Source: an optimization exercise on an open RTL-to-GDS flow (aim: small area, a short achievable clock period and few clock cycles per item). Production flows keep margins and buffers that such runs may drop. No functional check of the RTL was part of this run. Power and IR drop assume default switching activity.

==> design.v <==
module golay_parity (
    input  wire [11:0] m,
    output wire [11:0] p
);
    wire x12 = m[1] ^ m[11];
    wire x13 = m[4] ^ m[7];
    wire x14 = m[5] ^ m[8];
    wire x15 = m[0] ^ m[3];
    wire x16 = m[2] ^ m[9];
    wire x17 = m[6] ^ m[10];
    wire x18 = m[4] ^ x12;
    wire x19 = m[10] ^ x12;
    wire x20 = m[9] ^ m[11];
    wire x21 = x14 ^ x16;
    wire x22 = m[6] ^ x12;
    wire x23 = m[2] ^ m[11];
    wire x24 = m[7] ^ x19;
    wire x25 = x15 ^ x23;
    wire x26 = x13 ^ x21;
    wire x27 = x17 ^ x20;
    wire x28 = m[8] ^ x22;
    wire x29 = m[5] ^ x18;
    wire x30 = m[8] ^ x25;
    wire x31 = m[0] ^ x13;
    wire x32 = x14 ^ x27;
    wire x33 = m[0] ^ x14;
    wire x34 = m[7] ^ x25;
    wire x35 = m[3] ^ x16;
    wire x36 = m[1] ^ x15;
    wire x37 = m[0] ^ x16;
    wire x38 = x24 ^ x33;
    wire x39 = m[3] ^ x32;
    wire x40 = x27 ^ x31;
    wire x41 = m[9] ^ x15;
    wire x42 = x28 ^ x37;
    wire x43 = m[11] ^ x26;
    wire x44 = m[5] ^ m[6];
    wire x45 = x24 ^ x35;
    wire x46 = x34 ^ x44;
    wire x47 = x17 ^ x36;
    wire x48 = x26 ^ x47;
    wire x49 = x29 ^ x41;
    wire x50 = m[2] ^ x17;
    wire x51 = x29 ^ x50;
    wire x52 = m[3] ^ x13;
    wire x53 = m[4] ^ m[10];
    wire x54 = x28 ^ x52;
    wire x55 = x30 ^ x53;
    assign p[0] = x49;
    assign p[1] = x55;
    assign p[2] = x45;
    assign p[3] = x42;
    assign p[4] = x38;
    assign p[5] = x40;
    assign p[6] = x39;
    assign p[7] = x43;
    assign p[8] = x54;
    assign p[9] = x46;
    assign p[10] = x51;
    assign p[11] = x48;
endmodule
module golay_weight (
    input  wire [11:0] v,
    output wire [4:0]  ge       
);
    wire [3:1] t0 = {v[0] & v[1] & v[2], (v[0] & v[1]) | (v[0] & v[2]) | (v[1] & v[2]), v[0] | v[1] | v[2]};
    wire [3:1] t1 = {v[3] & v[4] & v[5], (v[3] & v[4]) | (v[3] & v[5]) | (v[4] & v[5]), v[3] | v[4] | v[5]};
    wire [3:1] t2 = {v[6] & v[7] & v[8], (v[6] & v[7]) | (v[6] & v[8]) | (v[7] & v[8]), v[6] | v[7] | v[8]};
    wire [3:1] t3 = {v[9] & v[10] & v[11], (v[9] & v[10]) | (v[9] & v[11]) | (v[10] & v[11]), v[9] | v[10] | v[11]};
    wire [6:1] h0;
    assign h0[1] = t1[1] | t0[1];
    assign h0[2] = t1[2] | (t0[1] & t1[1]) | t0[2];
    assign h0[3] = t1[3] | (t0[1] & t1[2]) | (t0[2] & t1[1]) | t0[3];
    assign h0[4] = (t0[1] & t1[3]) | (t0[2] & t1[2]) | (t0[3] & t1[1]);
    assign h0[5] = (t0[2] & t1[3]) | (t0[3] & t1[2]);
    assign h0[6] = (t0[3] & t1[3]);
    wire [6:1] h1;
    assign h1[1] = t3[1] | t2[1];
    assign h1[2] = t3[2] | (t2[1] & t3[1]) | t2[2];
    assign h1[3] = t3[3] | (t2[1] & t3[2]) | (t2[2] & t3[1]) | t2[3];
    assign h1[4] = (t2[1] & t3[3]) | (t2[2] & t3[2]) | (t2[3] & t3[1]);
    assign h1[5] = (t2[2] & t3[3]) | (t2[3] & t3[2]);
    assign h1[6] = (t2[3] & t3[3]);
    assign ge = {
                 (h0[5] & h1[6]) | (h0[6] & h1[5]), 
                 (h0[3] & h1[6]) | (h0[4] & h1[5]) | (h0[5] & h1[4]) | (h0[6] & h1[3]), 
                 (h0[1] & h1[6]) | (h0[2] & h1[5]) | (h0[3] & h1[4]) | (h0[4] & h1[3]) | (h0[5] & h1[2]) | (h0[6] & h1[1]), 
                 h1[5] | (h0[1] & h1[4]) | (h0[2] & h1[3]) | (h0[3] & h1[2]) | (h0[4] & h1[1]) | h0[5], 
                 h1[4] | (h0[1] & h1[3]) | (h0[2] & h1[2]) | (h0[3] & h1[1]) | h0[4]};
endmodule
module golay_dec24 (
    input  wire [11:0] s,       
    input  wire [11:0] sa,      
    input  wire [4:0]  ws,      
    input  wire [4:0]  wa,      
    output wire [23:0] e,       
    output wire        fail     
);
    function near5;
        input [4:0] v;
        input ge5, ge7, ge9;
        reg o, a, g1, g2, g3;
        begin
            o  = v[0] | v[1];
            a  = v[0] & v[1];
            g1 = v[2] | v[3] | v[4];
            g2 = (v[2] & v[3]) | (v[2] & v[4]) | (v[3] & v[4]);
            g3 = v[2] & v[3] & v[4];
            near5 = (~(o | g1) & ge5)
                  | (~(a | g2 | (o & g1)) & ge7)
                  | (~(g3 | (a & g1) | (o & g2)) & ge9);
        end
    endfunction
    wire [11:0] b2;
    assign b2[0] = near5({s[2], s[6], s[7], s[8], s[10]}, ws[1], ws[2], ws[3]);
    assign b2[1] = near5({s[1], s[5], s[6], s[7], s[9]}, ws[1], ws[2], ws[3]);
    assign b2[2] = near5({s[0], s[4], s[5], s[6], s[8]}, ws[1], ws[2], ws[3]);
    assign b2[3] = near5({s[3], s[4], s[5], s[7], s[10]}, ws[1], ws[2], ws[3]);
    assign b2[4] = near5({s[2], s[3], s[4], s[6], s[9]}, ws[1], ws[2], ws[3]);
    assign b2[5] = near5({s[1], s[2], s[3], s[5], s[8]}, ws[1], ws[2], ws[3]);
    assign b2[6] = near5({s[0], s[1], s[2], s[4], s[7]}, ws[1], ws[2], ws[3]);
    assign b2[7] = near5({s[0], s[1], s[3], s[6], s[10]}, ws[1], ws[2], ws[3]);
    assign b2[8] = near5({s[0], s[2], s[5], s[9], s[10]}, ws[1], ws[2], ws[3]);
    assign b2[9] = near5({s[1], s[4], s[8], s[9], s[10]}, ws[1], ws[2], ws[3]);
    assign b2[10] = near5({s[0], s[3], s[7], s[8], s[9]}, ws[1], ws[2], ws[3]);
    assign b2[11] = (~s[11] & ws[3]) | (s[11] & ws[4]);
    wire [11:0] b4;
    assign b4[0] = near5({sa[2], sa[6], sa[7], sa[8], sa[10]}, wa[1], wa[2], wa[3]);
    assign b4[1] = near5({sa[1], sa[5], sa[6], sa[7], sa[9]}, wa[1], wa[2], wa[3]);
    assign b4[2] = near5({sa[0], sa[4], sa[5], sa[6], sa[8]}, wa[1], wa[2], wa[3]);
    assign b4[3] = near5({sa[3], sa[4], sa[5], sa[7], sa[10]}, wa[1], wa[2], wa[3]);
    assign b4[4] = near5({sa[2], sa[3], sa[4], sa[6], sa[9]}, wa[1], wa[2], wa[3]);
    assign b4[5] = near5({sa[1], sa[2], sa[3], sa[5], sa[8]}, wa[1], wa[2], wa[3]);
    assign b4[6] = near5({sa[0], sa[1], sa[2], sa[4], sa[7]}, wa[1], wa[2], wa[3]);
    assign b4[7] = near5({sa[0], sa[1], sa[3], sa[6], sa[10]}, wa[1], wa[2], wa[3]);
    assign b4[8] = near5({sa[0], sa[2], sa[5], sa[9], sa[10]}, wa[1], wa[2], wa[3]);
    assign b4[9] = near5({sa[1], sa[4], sa[8], sa[9], sa[10]}, wa[1], wa[2], wa[3]);
    assign b4[10] = near5({sa[0], sa[3], sa[7], sa[8], sa[9]}, wa[1], wa[2], wa[3]);
    assign b4[11] = (~sa[11] & wa[3]) | (sa[11] & wa[4]);
    wire lo = ~ws[0] | (|b2);     
    wire hi = ~wa[0] | (|b4);     
    assign fail = ~(lo | hi);
    wire any2 = |b2;
    wire any4 = |b4;
    wire z0_0 = b2[2] | b2[6] | b2[7] | b2[8] | b2[10];
    assign e[0] = (s[0] ? (~ws[0] | z0_0) : (any2 & ~z0_0)) | b4[0];
    wire z0_1 = b2[1] | b2[5] | b2[6] | b2[7] | b2[9];
    assign e[1] = (s[1] ? (~ws[0] | z0_1) : (any2 & ~z0_1)) | b4[1];
    wire z0_2 = b2[0] | b2[4] | b2[5] | b2[6] | b2[8];
    assign e[2] = (s[2] ? (~ws[0] | z0_2) : (any2 & ~z0_2)) | b4[2];
    wire z0_3 = b2[3] | b2[4] | b2[5] | b2[7] | b2[10];
    assign e[3] = (s[3] ? (~ws[0] | z0_3) : (any2 & ~z0_3)) | b4[3];
    wire z0_4 = b2[2] | b2[3] | b2[4] | b2[6] | b2[9];
    assign e[4] = (s[4] ? (~ws[0] | z0_4) : (any2 & ~z0_4)) | b4[4];
    wire z0_5 = b2[1] | b2[2] | b2[3] | b2[5] | b2[8];
    assign e[5] = (s[5] ? (~ws[0] | z0_5) : (any2 & ~z0_5)) | b4[5];
    wire z0_6 = b2[0] | b2[1] | b2[2] | b2[4] | b2[7];
    assign e[6] = (s[6] ? (~ws[0] | z0_6) : (any2 & ~z0_6)) | b4[6];
    wire z0_7 = b2[0] | b2[1] | b2[3] | b2[6] | b2[10];
    assign e[7] = (s[7] ? (~ws[0] | z0_7) : (any2 & ~z0_7)) | b4[7];
    wire z0_8 = b2[0] | b2[2] | b2[5] | b2[9] | b2[10];
    assign e[8] = (s[8] ? (~ws[0] | z0_8) : (any2 & ~z0_8)) | b4[8];
    wire z0_9 = b2[1] | b2[4] | b2[8] | b2[9] | b2[10];
    assign e[9] = (s[9] ? (~ws[0] | z0_9) : (any2 & ~z0_9)) | b4[9];
    wire z0_10 = b2[0] | b2[3] | b2[7] | b2[8] | b2[9];
    assign e[10] = (s[10] ? (~ws[0] | z0_10) : (any2 & ~z0_10)) | b4[10];
    wire z0_11 = b2[11];
    assign e[11] = (s[11] ? (~ws[0] | z0_11) : (any2 & ~z0_11)) | b4[11];
    wire z12_0 = b4[2] | b4[6] | b4[7] | b4[8] | b4[10];
    assign e[12] = (sa[0] ? (~wa[0] | z12_0) : (any4 & ~z12_0)) | b2[0];
    wire z12_1 = b4[1] | b4[5] | b4[6] | b4[7] | b4[9];
    assign e[13] = (sa[1] ? (~wa[0] | z12_1) : (any4 & ~z12_1)) | b2[1];
    wire z12_2 = b4[0] | b4[4] | b4[5] | b4[6] | b4[8];
    assign e[14] = (sa[2] ? (~wa[0] | z12_2) : (any4 & ~z12_2)) | b2[2];
    wire z12_3 = b4[3] | b4[4] | b4[5] | b4[7] | b4[10];
    assign e[15] = (sa[3] ? (~wa[0] | z12_3) : (any4 & ~z12_3)) | b2[3];
    wire z12_4 = b4[2] | b4[3] | b4[4] | b4[6] | b4[9];
    assign e[16] = (sa[4] ? (~wa[0] | z12_4) : (any4 & ~z12_4)) | b2[4];
    wire z12_5 = b4[1] | b4[2] | b4[3] | b4[5] | b4[8];
    assign e[17] = (sa[5] ? (~wa[0] | z12_5) : (any4 & ~z12_5)) | b2[5];
    wire z12_6 = b4[0] | b4[1] | b4[2] | b4[4] | b4[7];
    assign e[18] = (sa[6] ? (~wa[0] | z12_6) : (any4 & ~z12_6)) | b2[6];
    wire z12_7 = b4[0] | b4[1] | b4[3] | b4[6] | b4[10];
    assign e[19] = (sa[7] ? (~wa[0] | z12_7) : (any4 & ~z12_7)) | b2[7];
    wire z12_8 = b4[0] | b4[2] | b4[5] | b4[9] | b4[10];
    assign e[20] = (sa[8] ? (~wa[0] | z12_8) : (any4 & ~z12_8)) | b2[8];
    wire z12_9 = b4[1] | b4[4] | b4[8] | b4[9] | b4[10];
    assign e[21] = (sa[9] ? (~wa[0] | z12_9) : (any4 & ~z12_9)) | b2[9];
    wire z12_10 = b4[0] | b4[3] | b4[7] | b4[8] | b4[9];
    assign e[22] = (sa[10] ? (~wa[0] | z12_10) : (any4 & ~z12_10)) | b2[10];
    wire z12_11 = b4[11];
    assign e[23] = (sa[11] ? (~wa[0] | z12_11) : (any4 & ~z12_11)) | b2[11];
endmodule
module golay_codec (
    input  wire        clk,
    input  wire        rst,         
    input  wire        in_valid,
    output wire        in_ready,
    input  wire [1:0]  in_op,       
    input  wire [23:0] in_word,
    output reg         out_valid,
    input  wire        out_ready,
    output reg  [23:0] out_word,
    output reg         out_fail
);
    wire        i_dec = in_op[1];
    wire        i_o23 = in_op[0];
    wire        i_w23 = i_o23 ? ~(^in_word[22:0]) : in_word[23];
    wire [11:0] i_wh  = {i_w23, in_word[22:12]};
    wire [11:0] i_hA, i_lA;
    golay_parity u_ph (.m(i_wh), .p(i_hA));
    golay_parity u_pl (.m(in_word[11:0]), .p(i_lA));
    wire [11:0] i_s  = in_word[11:0] ^ i_hA;
    wire [11:0] i_sa = i_wh ^ i_lA;
    wire adv = !out_valid || out_ready;
    assign in_ready = adv;
    reg         m_v;
    reg  [1:0]  m_op;
    reg  [23:0] m_w;
    reg  [11:0] m_s, m_sa;
    always @(posedge clk) begin
        if (rst)
            m_v <= 1'b0;
        else if (adv)
            m_v <= in_valid;
    end
    always @(posedge clk) begin
        if (adv) begin
            m_op <= in_op;
            m_w  <= {i_wh, in_word[11:0]};
            m_s  <= i_s;
            m_sa <= i_sa;
        end
    end
    wire        m_dec = m_op[1];
    wire        m_o23 = m_op[0];
    wire [11:0] m_wh  = m_w[23:12];
    wire [4:0] m_ws, m_wa;
    golay_weight u_ws (.v(m_s),  .ge(m_ws));
    golay_weight u_wa (.v(m_sa), .ge(m_wa));
    wire [4:0]  m_ws_g = m_dec ? m_ws : 5'b00001;
    wire [4:0]  m_wa_g = m_dec ? m_wa : 5'b00000;
    wire [23:0] m_e;
    wire        m_dfail;
    golay_dec24 u_dec (.s(m_s), .sa(m_sa), .ws(m_ws_g), .wa(m_wa_g), .e(m_e), .fail(m_dfail));
    wire [23:0] m_c      = {m_wh, m_w[11:0]} ^ m_e;
    wire [23:0] result      = {m_c[23] & ~m_o23, m_c[22:0]};
    wire        result_fail = m_dfail;
    always @(posedge clk) begin
        if (rst)
            out_valid <= 1'b0;
        else if (adv)
            out_valid <= m_v;
    end
    always @(posedge clk) begin
        if (adv) begin
            out_word <= result;
            out_fail <= result_fail;
        end
    end
endmodule
==> flow/run.sh <==
#!/bin/bash
set -euo pipefail
export MY_ABC_SCRIPT=$PWD/flow/abc.script
MARGIN=$(cat flow/margin.txt)
bash standard.sh SYNTH_SCRIPT=$PWD/flow/synth.tcl SETUP_SLACK_MARGIN=$MARGIN \
  "BUFFER_PORTS_ARGS=-buffer_cell sky130_fd_sc_hd__buf_1" finish > flow_standard.log 2>&1
==> flow/abc.script <==
strash
&get -n
&fraig -x
&put
scorr
dc2
dretime
strash
&get -n
&dch -f
&nf {D}
&put
topo
==> flow/margin.txt <==
5.6
==> flow/synth.tcl <==
# The standard synthesis script (synth_recipe.tcl), with one change: ABC
# maps the logic with flow/abc.script instead of ORFS's abc_speed.script.
# Registers are mapped before ABC runs, so they are the standard ones.
proc synth {args} { yosys synth -nofsm -noshare {*}$args }
proc abc {args} {
  set i [lsearch -exact $args -script]
  if {$i >= 0} { lset args [expr {$i + 1}] $::env(MY_ABC_SCRIPT) }
  yosys abc {*}$args
}
source $::env(SCRIPTS_DIR)/synth.tcl
# left out here: clear keep_hierarchy, flatten, clean up, hide names made inside functions, write 1_2_yosys.v
==> standard.sh <==
#!/bin/bash
# synth_recipe.tcl (not shown) runs the flow's synth.tcl, then flattens the netlist and writes it again
# the make line also repeats each setting of config.mk as NAME=value (left out here)
make -C /OpenROAD-flow-scripts/flow DESIGN_CONFIG=/design/flow/config.mk WORK_HOME=/design/flow/orfs CLKGATE_MAP_FILE= SYNTH_SCRIPT=/design/flow/synth_recipe.tcl "${@:-finish}"
==> config.mk <==
export PLATFORM = sky130hd
export DESIGN_NAME = golay_codec
export DESIGN_NICKNAME = golay_codec
export VERILOG_FILES = /design/flow/design.v
export SDC_FILE = /design/flow/constraint.sdc
export NUM_CORES = 4
export LEC_CHECK = 0
export CAP_MARGIN = 20
export CORE_MARGIN = 2
export CORE_UTILIZATION = 40
export CTS_BUF_LIST = sky130_fd_sc_hd__clkbuf_4 sky130_fd_sc_hd__clkbuf_8
export SLEW_MARGIN = 20
export TNS_END_PERCENT = 30
==> constraint.sdc <==
create_clock -name core_clock -period 10.0 [get_ports {clk}]
set_input_delay 2.0000 -clock core_clock [delete_from_list [all_inputs] [get_ports {clk}]]
set_output_delay 2.0000 -clock core_clock [all_outputs]
set_load 0.01 [all_outputs]
==> impl_metrics.toml <==
[setup_path]
worstPathCellList = "buf_2 -> nand2b_4 -> clkbuf_2"
crit_path_start_kind = "input pin"
required_ns = 8.00
critical_path_class = "in -> out"
critPathBufInv = 2
critPathCaptureType = "output port"
crit_path_max_incr_delay_ns = 0.15
critical_path.max_fanout = 4
crit_slowest_cell = "nand2b_4"
crit_family = "buffers and inverters"
crit_arrival_ns = 2.42

[final_layout]
fillCellCount = 1495
register_area_mm2 = 0.00229
drive_gt1_frac = 0.178
layout_common_cells = "xnor2_1, buf_4, edfxtp_1, buf_1, o21ai_0"
postLayoutCellArea_mm2 = 0.00807
areaGrowthSynthToFinish_pct = 26.2
fin_nets = 875
diodes = 0
layout_commonest_cell = "xnor2_1"
multi_input_area_mm2 = 0.00439

[clocking]
cts_inserted_buffers = 9
clock_latency_ns = 0.37
cts.clk_slew.worst_paths_ns = 0.09
cts_root_buffer = "clkbuf_8"
cts_tree = "built"
cts_sinks = 77
cts_max_level = 3
clockBufferDepth = 2

[power_and_ir_drop]
clkPwrFrac = 0.081
p_leak_uw = 0.00278
pwr-share-seq = 0.196
vdd_drop_max_mv = 0.169
p_per_area_mw_per_mm2 = 422
swShare = 0.499
p_int_uw = 1710
p_comb_frac = 0.724
switching_power_uw = 1700

[sta]
min_period_ns = 4.42
fmax_mhz = 226
finalHoldViolations = 0
fin_crit_sh = 0.442
rsz0062_at_grt = "true"
worstMarginPinSlew_ns = 1.03
drv_slew = 0
slew_headroom = 0.314
fin_skew_ns = 0.0142
setup_violations = 0
tns_ns = 0

[synthesis]
synth-edff-count = 75
syn_area_per_cell_um2 = 9.28
async_flop_share = 0
ys_seq_area_frac = 0.358
synth.net_count = 719
synthFlopType = "edfxtp_1"
ys_ff_latch = 77
syn_area_mm2 = 0.00639
syn_inst = 689
ys_types = 53
yosys_warnings = 2

[floorplanning]
rows = 46
die_w_um = 130
initial_core_util = 0.406
io_pins = 57
fp.dieArea_mm2 = 0.0170
core_area_mm2 = 0.0158
fp.dieH_um = 130

[drt]
drcViolationCount = 0
via_per_inst = 6.23
finalWirelength_mm = 22.0
first_iter_violations = 834
wire_per_inst_um = 20.7
dr.pass1.iters = 8
via_count = 6644
ant_nets = 0

[global_route]
grt_pass1_wl_mm = 33.1
grt_max_degree = 40
antenna_found_initial = 0
grt_pass1_vias = 6071
grt_usage = 0.252
overflow = 0

[place]
portBuffers = 56
routabilityCongestion = 0.980
dp_hpwl_mm = 14.1
place_area_mm2 = 0.00698

[run]
max-cap-violations = 0

[run_status]
status = "complete, no violations"

[worst_hold_path]
hp-class = "reg -> reg"
-- path summary, 6_finish.rpt --
check | startpoint | to | slack [ns] | cells after the start
max | out_ready | in_ready | 5.58 | 3
min | m_v | out_valid | 0.45 | 2
max reg2reg | m_s[7] | out_word[10] | 5.61 | 12
min reg2reg | m_v | out_valid | 0.45 | 2
-- sequential cells by signal, indices dropped and copies added (netlist names) --
register   cells
m_sa          12
out_word      24
m_op           2
m_w           24
out_valid      1
out_fail       1
m_s           12
m_v            1
-- cell usage after synthesis, drive strengths merged, types with 5 or more instances --
master | instances | area [µm²]
a21oi | 38 | 190
o21ai | 48 | 240
a32oi | 5 | 43.8
or3 | 23 | 144
a211oi | 12 | 90.1
a31oi | 15 | 93.8
nor2 | 44 | 165
o22ai | 8 | 50.1
clkinv | 6 | 22.5
nor3 | 42 | 210
o21a | 10 | 75.1
nand2 | 40 | 150
and2 | 9 | 56.3
xnor2 | 103 | 902
edfxtp | 75 | 2250
and3 | 15 | 93.8
nand3 | 25 | 125
maj3 | 23 | 230
xor2 | 46 | 403
o211ai | 7 | 52.6
o311ai | 18 | 158
o41ai | 5 | 43.8
a22oi | 8 | 60.1
-- power by group through the flow --
stage / clock (µW) / sequential [µW] / combinational, µW
after CTS: 277 / 712 / 2170
after global routing: 290 / 676 / 2660
after floorplan: 0 / 755 / 1340
final: 274 / 666 / 2460
after global placement: 0 / 801 / 1800
after detailed placement: 0 / 811 / 1830
-- layout make-up --
cell class / count / area share
Inverter: 6 / 0.00279
Clock inverter: 6 / 0.0116
Tap cell: 216 / 0.0335
Clock buffer: 10 / 0.0163
Multi-Input combinational cell: 609 / 0.544
Sequential cell: 77 / 0.284
Timing Repair Buffer: 142 / 0.107
-- what timing repair did --
item,in CTS,in global routing
endpoints found under the setup margin,32,29
hold buffers,0,0
hold endpoints to repair,0,0
pin swaps,6,2
cloned,3,0
buffers inserted,31,49
resized for setup,22,26
-- worst min-delay path, cell delays in order (launching register included) --
cell and delay (ns):
dfxtp_1 0.32, clkinv_1 0.04, a21oi_1 0.05
-- metal layers --
layer	global-route usage	vias up	share of wire
li1	-	3010	-
met2	0.418	394	0.47
met5	0	-	0
met3	0.0362	88	0.084
met4	0.0782	0	0.039
met1	0.344	3152	0.41
-- metrics by stage --
step                worst slack, ns  total power [µW]  instances  hold slack, ns   util
finish                         5.58              3400       1066           0.453  0.512
detailed placement             4.41              2640        967           0.446  0.443
global placement               4.53              2600        967           0.429  0.443
floorplan                      5.38              2090        689           0.414      -
CTS                            5.54              3160       1017           0.458  0.482
global route                   5.52              3620       1066           0.490  0.512
-- kinds of logic after synthesis --
kind of cell             synth area share
AO/OA/AOI/OAI                       0.222
XOR/XNOR                            0.204
adder cells (fa/ha/maj)            0.0360
buffers and inverters             0.00352
flip-flops                          0.358
multiplexers                      0.00157
AND/OR/NAND/NOR                     0.175

## afterwards: timing with drivers on the ports
No port has a modelled driver above. Below, the same layout with a new extraction and two added sets of constraints.
Step 1 sets driving cells, clkbuf_16 on the clock port and buf_2 on the other inputs (assumed; they add their load-dependent delay and slew).
Step 2 times the ports against the registers' clock, not the clock port: input delays grow and output delays shrink by t, the midpoint of the rising clock arrivals with the driver on.
Slacks: ideal / step 1 / step 2; pairs: ideal / step 1.
shift t [ns]: 0.392
setup slack, ns: 5.584 / 5.562 / 5.393
worst register clock-pin slew, ns: 0.09 / 0.09
After both steps this run still meets setup and hold. The setup slack of this run moves by -0.022 ns with the drivers and by -0.191 ns with both steps.
